Source: an optimization exercise on an open RTL-to-GDS flow (aim: small area and a short achievable clock period). Production flows keep margins and buffers that such runs may drop. Where RTL was checked, it was by simulation tests only, not by an equivalence proof against the original. No activity file was given, so power comes from the tool's default toggle rates.

rev 12:
Design antibuee_proto, start of the top module:
module antibuee_proto (
    input              clk,
    input              rst,           
    input              ev_valid,
    input      [2:0]   ev_kind,       
    input      [7:0]   ev_op,         
    input      [7:0]   ev_data,       
    input              ev_wr_ok,      
    output reg         resp_valid,
    output reg [1:0]   resp_code,     
    output reg         tx_valid,
    output reg         tx_two,
    output     [7:0]   tx_b0,
    output reg [7:0]   tx_b1,
    output reg         ack_valid,
    output     [7:0]   ack_cmd,
    output             ack_success,
    output reg [3:0]   ack_reason,
    output reg         unk_valid,
    output     [6:0]   raw_len,
    output     [511:0] raw_bytes,
    output reg         stat_valid,
    output     [223:0] stat_m,
    output     [29:0]  stat_s,
    output     [15:0]  stat_ts,
    output reg         terr_valid,
    output     [7:0]   terr_op,
    output reg         conn_valid,
    output             conn_state
);
For scale: about 840 flip-flops, about 860 I/O pins, about 30,000 sq um of cells after synthesis.
clock: 12.0 ns
lec_check: 0
cap_margin: 20
core_margin: 2
core_utilization: 40
slew_margin: 20
standard.sh (not shown) runs the stock make flow with config.mk's settings and CLKGATE_MAP_FILE= SYNTH_SCRIPT=/design/flow/synth_recipe.tcl, a recipe that flattens the netlist after the stock synthesis.
==> flow/flow/run.sh <==
#!/bin/bash
# Standard ORFS layout, with the port buffers made of the smallest buffer cell,
# clock tree synthesis without dummy loads, and timing repair aiming at a
# shorter period than the constraint (the constraint itself is unchanged).
set -euo pipefail
cd "$(dirname "$0")/.."
export BUFFER_PORTS_ARGS="-buffer_cell sky130_fd_sc_hd__buf_1"
export CTS_ARGS="-sink_clustering_enable -repair_clock_nets -dont_use_dummy_load -buf_list sky130_fd_sc_hd__clkbuf_8 -root_buf sky130_fd_sc_hd__clkbuf_16 -sink_clustering_size 12 -sink_clustering_max_diameter 80"
export SETUP_SLACK_MARGIN=8.3
bash standard.sh > orfs_make.log 2>&1
Here is what was changed in the inputs of rev 13 compared with rev 12.
--- a/flow/flow/run.sh
+++ b/flow/flow/run.sh
@@ -6,5 +6,5 @@
 cd "$(dirname "$0")/.."
 export BUFFER_PORTS_ARGS="-buffer_cell sky130_fd_sc_hd__buf_1"
-export CTS_ARGS="-sink_clustering_enable -repair_clock_nets -dont_use_dummy_load -buf_list sky130_fd_sc_hd__clkbuf_8 -root_buf sky130_fd_sc_hd__clkbuf_16 -sink_clustering_size 12 -sink_clustering_max_diameter 80"
+export CTS_ARGS="-sink_clustering_enable -repair_clock_nets -dont_use_dummy_load -buf_list sky130_fd_sc_hd__clkbuf_16 -sink_clustering_size 24 -sink_clustering_max_diameter 100"
 export SETUP_SLACK_MARGIN=8.3
 bash standard.sh > orfs_make.log 2>&1
[summary]
- Part of the total power dissipated in combinational logic: rev 13 and rev 12 compared, higher one is rev 13
- Rev 12 -> rev 13: ratio of total power to cell area decreased slightly
- Diff rev 12 -> rev 13: buffers plus inverters on the worst setup path rose 2, post-detailed-route DRC marker count held steady, maximum clock frequency lower, cell count went down 34.
- Re hold slack: rev 13 and rev 12 aren't equal, and the lower value belongs to rev 12.
- Worst-case register-to-register setup slack came out lower on rev 13 than on rev 12.
- Compared with rev 12, rev 13 shows a higher sequential share of power.
- In rev 13 relative to rev 12, average vias per placed instance had gone up slightly.

---

Setup of AL:
Another version of the RTL of antibuee_proto (not shown whole).
Size: about 1700 cells after synthesis, roughly 840 flip-flops, roughly 860 I/O pins, roughly 0.030 mm2 of cells after synthesis.
Settings: LEC_CHECK=0, CAP_MARGIN=20, CORE_MARGIN=2, CORE_UTILIZATION=40, SLEW_MARGIN=20; clock period 12.0 ns.
==> flow/flow/run.sh <==
#!/bin/bash
# Standard ORFS layout, with the port buffers made of the smallest buffer cell,
# clock tree synthesis without dummy loads, and timing repair aiming at a
# shorter period than the constraint (the constraint itself is unchanged).
set -euo pipefail
cd "$(dirname "$0")/.."
export BUFFER_PORTS_ARGS="-buffer_cell sky130_fd_sc_hd__buf_1"
export CTS_ARGS="-sink_clustering_enable -repair_clock_nets -dont_use_dummy_load"
export SETUP_SLACK_MARGIN=7.8
bash standard.sh > orfs_make.log 2>&1
diff inputs: AL => JK
-- flow/flow/run.sh --
<<< AL, line 6
cd "$(dirname "$0")/.."
export BUFFER_PORTS_ARGS="-buffer_cell sky130_fd_sc_hd__buf_1"
export CTS_ARGS="-sink_clustering_enable -repair_clock_nets -dont_use_dummy_load"
export SETUP_SLACK_MARGIN=7.8
bash standard.sh > orfs_make.log 2>&1
>>> JK, line 6
cd "$(dirname "$0")/.."
export BUFFER_PORTS_ARGS="-buffer_cell sky130_fd_sc_hd__buf_1"
export CTS_ARGS="-sink_clustering_enable -repair_clock_nets -dont_use_dummy_load -buf_list sky130_fd_sc_hd__clkbuf_8 -root_buf sky130_fd_sc_hd__clkbuf_16 -sink_clustering_size 12 -sink_clustering_max_diameter 80"
export SETUP_SLACK_MARGIN=7.8
bash standard.sh > orfs_make.log 2>&1
## What came out
- AL was larger in final cell area than JK.
- The total detailed-routing wirelength of JK and that of AL are within noise of each other.
- Via count: AL vs JK, no meaningful difference
- Changes observed in JK relative to AL: clock network contribution to total cell area moved down, worst hold slack moved up, wire length on met1 grew by 760 um.
- Diff AL..JK | number of buffers other than clock buffers in the final layout | negligible
- JK: total power after layout lower than AL
No run of this note included a check of the RTL's function; only the layout flow was run.

---

Another version of the RTL of antibuee_proto (not shown whole).
Size: ~1800 cells after synthesis, ~840 flip-flops, roughly 30000 µm² of cells after synthesis.
export LEC_CHECK = 0
export ABC_CLOCK_PERIOD_IN_PS = 4000
export CAP_MARGIN = 20
export CORE_MARGIN = 2
export CORE_UTILIZATION = 60
export PLACE_DENSITY = 0.7
export SLEW_MARGIN = 20
create_clock -name core_clock -period 12.0 [get_ports {clk}]
==> flow/flow/run.sh <==
#!/bin/bash
# Standard ORFS layout, with the port buffers made of the smallest buffer cell
# and clock tree synthesis without dummy loads.
set -euo pipefail
cd "$(dirname "$0")/.."
export BUFFER_PORTS_ARGS="-buffer_cell sky130_fd_sc_hd__buf_1"
export CTS_ARGS="-sink_clustering_enable -repair_clock_nets -dont_use_dummy_load"
bash standard.sh > orfs_make.log 2>&1
The baseline did not get past 3_2_place_iop.
Change:
ABC_CLOCK_PERIOD_IN_PS = not set   (was 4000)
CORE_UTILIZATION = 40   (was 60)
PLACE_DENSITY = not set   (was 0.7)
Now the flow ran to the end with no violations.
Synthesized area stays the same.
Synthesized cell count does not change.
No functional check of the RTL was part of any run of this note.

---

antibuee_proto, a different RTL version from the one above (not shown whole).
Size: about 1700 cells after synthesis, about 840 flip-flops, ~30000 sq um of cells after synthesis.
Settings: LEC_CHECK=0, CAP_MARGIN=20, CORE_MARGIN=2, CORE_UTILIZATION=40, SLEW_MARGIN=20; clock period 12.0 ns.
==> flow/flow/run.sh <==
#!/bin/bash
# Standard ORFS layout, with the port buffers made of the smallest buffer cell,
# clock tree synthesis without dummy loads, and timing repair aiming at a
# shorter period than the constraint (the constraint itself is unchanged).
set -euo pipefail
cd "$(dirname "$0")/.."
export BUFFER_PORTS_ARGS="-buffer_cell sky130_fd_sc_hd__buf_1"
export CTS_ARGS="-sink_clustering_enable -repair_clock_nets -dont_use_dummy_load -buf_list sky130_fd_sc_hd__clkbuf_16 -sink_clustering_size 24 -sink_clustering_max_diameter 100"
export SETUP_SLACK_MARGIN=8.6
bash standard.sh > orfs_make.log 2>&1
Change:
--- a/flow/flow/run.sh
+++ b/flow/flow/run.sh
@@ -8,3 +8,3 @@
 export CTS_ARGS="-sink_clustering_enable -repair_clock_nets -dont_use_dummy_load -buf_list sky130_fd_sc_hd__clkbuf_16 -sink_clustering_size 24 -sink_clustering_max_diameter 100"
-export SETUP_SLACK_MARGIN=8.6
+export SETUP_SLACK_MARGIN=8.3
 bash standard.sh > orfs_make.log 2>&1
What happened: Maximum frequency barely changes; routed wire length shrinks by a few percent; non-clock buffer count shrinks by 201; worst hold slack improved by 0.0072 ns; sequential power is about the same; sequential share of layout area grows by 7.2 points; die area is unchanged; setup slack got worse by 0.0072 ns; total power shrinks slightly; synthesized area stays the same.

---

## red
Another version of the RTL of antibuee_proto (not shown whole).
For scale: ~1700 cells after synthesis, about 840 flip-flops, ~860 I/O pins, ~0.030 mm^2 of cells after synthesis.
Settings: LEC_CHECK=0, CAP_MARGIN=20, CORE_MARGIN=2, CORE_UTILIZATION=40, SLEW_MARGIN=20; clock period 12.0 ns.
==> flow/flow/run.sh <==
#!/bin/bash
# Standard ORFS layout, with the port buffers made of the smallest buffer cell,
# clock tree synthesis without dummy loads, and timing repair aiming at a
# shorter period than the constraint (the constraint itself is unchanged).
set -euo pipefail
cd "$(dirname "$0")/.."
export BUFFER_PORTS_ARGS="-buffer_cell sky130_fd_sc_hd__buf_1"
export CTS_ARGS="-sink_clustering_enable -repair_clock_nets -dont_use_dummy_load -buf_list sky130_fd_sc_hd__clkbuf_16 -sink_clustering_size 24 -sink_clustering_max_diameter 100"
export SETUP_SLACK_MARGIN=8.2
bash standard.sh > orfs_make.log 2>&1
Here is what was changed in the inputs of blue compared with red.
--- a/flow/flow/run.sh
+++ b/flow/flow/run.sh
@@ -7,4 +7,4 @@
 export BUFFER_PORTS_ARGS="-buffer_cell sky130_fd_sc_hd__buf_1"
 export CTS_ARGS="-sink_clustering_enable -repair_clock_nets -dont_use_dummy_load -buf_list sky130_fd_sc_hd__clkbuf_16 -sink_clustering_size 24 -sink_clustering_max_diameter 100"
-export SETUP_SLACK_MARGIN=8.2
+export SETUP_SLACK_MARGIN=8.4
 bash standard.sh > orfs_make.log 2>&1
==> comparison <==
Setup slack on blue is ahead of red.
Routed via count was lower in red than in blue.
Measured against each other, blue and red differ in fraction of area in registers, the higher figure coming from red.
There was hardly any difference in total power between blue and red.
Net load switching power for blue is higher than for red.
From red to blue the numbers moved as follows: share of total power in the clock network comparable; met2 wire length higher.
Final period demand of the worst path: blue lower than red
The inputs of green differ from those of blue as listed below.
--- a/flow/flow/run.sh
+++ b/flow/flow/run.sh
@@ -6,5 +6,5 @@
 cd "$(dirname "$0")/.."
 export BUFFER_PORTS_ARGS="-buffer_cell sky130_fd_sc_hd__buf_1"
-export CTS_ARGS="-sink_clustering_enable -repair_clock_nets -dont_use_dummy_load -buf_list sky130_fd_sc_hd__clkbuf_16 -sink_clustering_size 24 -sink_clustering_max_diameter 100"
-export SETUP_SLACK_MARGIN=8.4
+export CTS_ARGS="-sink_clustering_enable -repair_clock_nets -dont_use_dummy_load -buf_list sky130_fd_sc_hd__clkbuf_16 -sink_clustering_size 18 -sink_clustering_max_diameter 80"
+export SETUP_SLACK_MARGIN=8.3
 bash standard.sh > orfs_make.log 2>&1
Results
green vs. blue: setup slack shows a reduction of 0.072 ns; half-perimeter wire length of the detailed placement result shows a reduction of about 1.1%.
green vs. blue: register area went down; number of non-clock buffers in the layout dropped 39.
Setup slack of the worst register-to-register path, green and blue, higher one = blue.
green -> blue: post-synthesis share of cell area spent on full adders, half adders and majority gates delta 0, exact match
What orange does differently from green at the input level:
Settings: putting PLACE_DENSITY at 0.7 where nothing was set.
--- a/flow/flow/run.sh
+++ b/flow/flow/run.sh
@@ -6,5 +6,5 @@
 cd "$(dirname "$0")/.."
 export BUFFER_PORTS_ARGS="-buffer_cell sky130_fd_sc_hd__buf_1"
-export CTS_ARGS="-sink_clustering_enable -repair_clock_nets -dont_use_dummy_load -buf_list sky130_fd_sc_hd__clkbuf_16 -sink_clustering_size 18 -sink_clustering_max_diameter 80"
+export CTS_ARGS="-sink_clustering_enable -repair_clock_nets -dont_use_dummy_load -buf_list sky130_fd_sc_hd__clkbuf_16 -sink_clustering_size 24 -sink_clustering_max_diameter 100"
 export SETUP_SLACK_MARGIN=8.3
 bash standard.sh > orfs_make.log 2>&1
==> comparison <==
- The relative contribution of combinational cells to total power of orange and that of green are within noise of each other.
- Higher part of the cycle the worst path needs among green and orange: green
- Taking green as the reference, in orange depth of the critical timing path with buffers and inverters included grew by 2, half-perimeter wire length of the detailed placement result lower, total power -about 5%, clock-buffer cell count went down 24%.
What purple does differently from orange at the input level:
Settings: PLACE_DENSITY removed (was 0.7).
==> comparison <==
- Relative to orange, final-layout clock buffer total increased by about 5% in purple.
- fa_1 as the highest-delay cell along the critical path was reported by purple, and nor4_4 by orange.
- Of purple and orange, it is purple that has the higher number of gates on the worst path with buffers counted.
- Compared to orange, the routing of purple uses more wire.
- Between orange and purple, hold slack decreased.
- Any difference in sequential cell area share between purple and orange is small enough to ignore.

[static timing again, ports no longer ideal]
In the flow no input, the clock included, has a driving cell. The finished layouts below were timed again as built, in two steps. Step 1: set_driving_cell puts a clkbuf_16 on clk and a buf_2 on each other input, an assumption about the parent block. Step 2, shift: input delay + t, output delay - t, t = (earliest + latest rising clock arrival at the registers) / 2. This alone moves slack from input paths to output paths. Slacks: ideal ports / drivers / drivers and shift; pairs: ideal ports / drivers.
run | t, ns | setup WS [ns] | hold WS [ns]
rev 12 | 0.627 | 8.015 / 8.007 / 7.380 | 0.420 / 0.420 / 0.420
rev 13 | 0.641 | 7.995 / 8.000 / 7.359 | 0.431 / 0.431 / 0.431
AL | 0.668 | 7.935 / 7.887 / 7.301 | 0.382 / 0.382 / 0.382
JK | 0.637 | 7.853 / 7.880 / 7.247 | 0.406 / 0.406 / 0.406
the second run of note 3 | 0.664 | 7.339 / 7.381 / 6.717 | 0.398 / 0.398 / 0.398
the first run of note 4 | 0.639 | 8.290 / 8.186 / 7.546 | 0.433 / 0.433 / 0.433
the second run of note 4 | 0.638 | 8.282 / 8.144 / 7.506 | 0.440 / 0.440 / 0.440
red | 0.629 | 8.230 / 8.181 / 7.603 | 0.422 / 0.422 / 0.422
blue | 0.622 | 8.272 / 8.211 / 7.679 | 0.375 / 0.375 / 0.375
green | 0.651 | 8.200 / 8.084 / 7.433 | 0.444 / 0.444 / 0.444
orange | 0.623 | 8.255 / 8.147 / 7.524 | 0.417 / 0.417 / 0.417
purple | 0.631 | 8.313 / 8.207 / 7.576 | 0.401 / 0.401 / 0.401
After both steps every run listed still meets setup and hold. The setup slack of the second run of note 4, which loses most, moves by -0.138 ns with the drivers and by -0.776 ns with both steps.
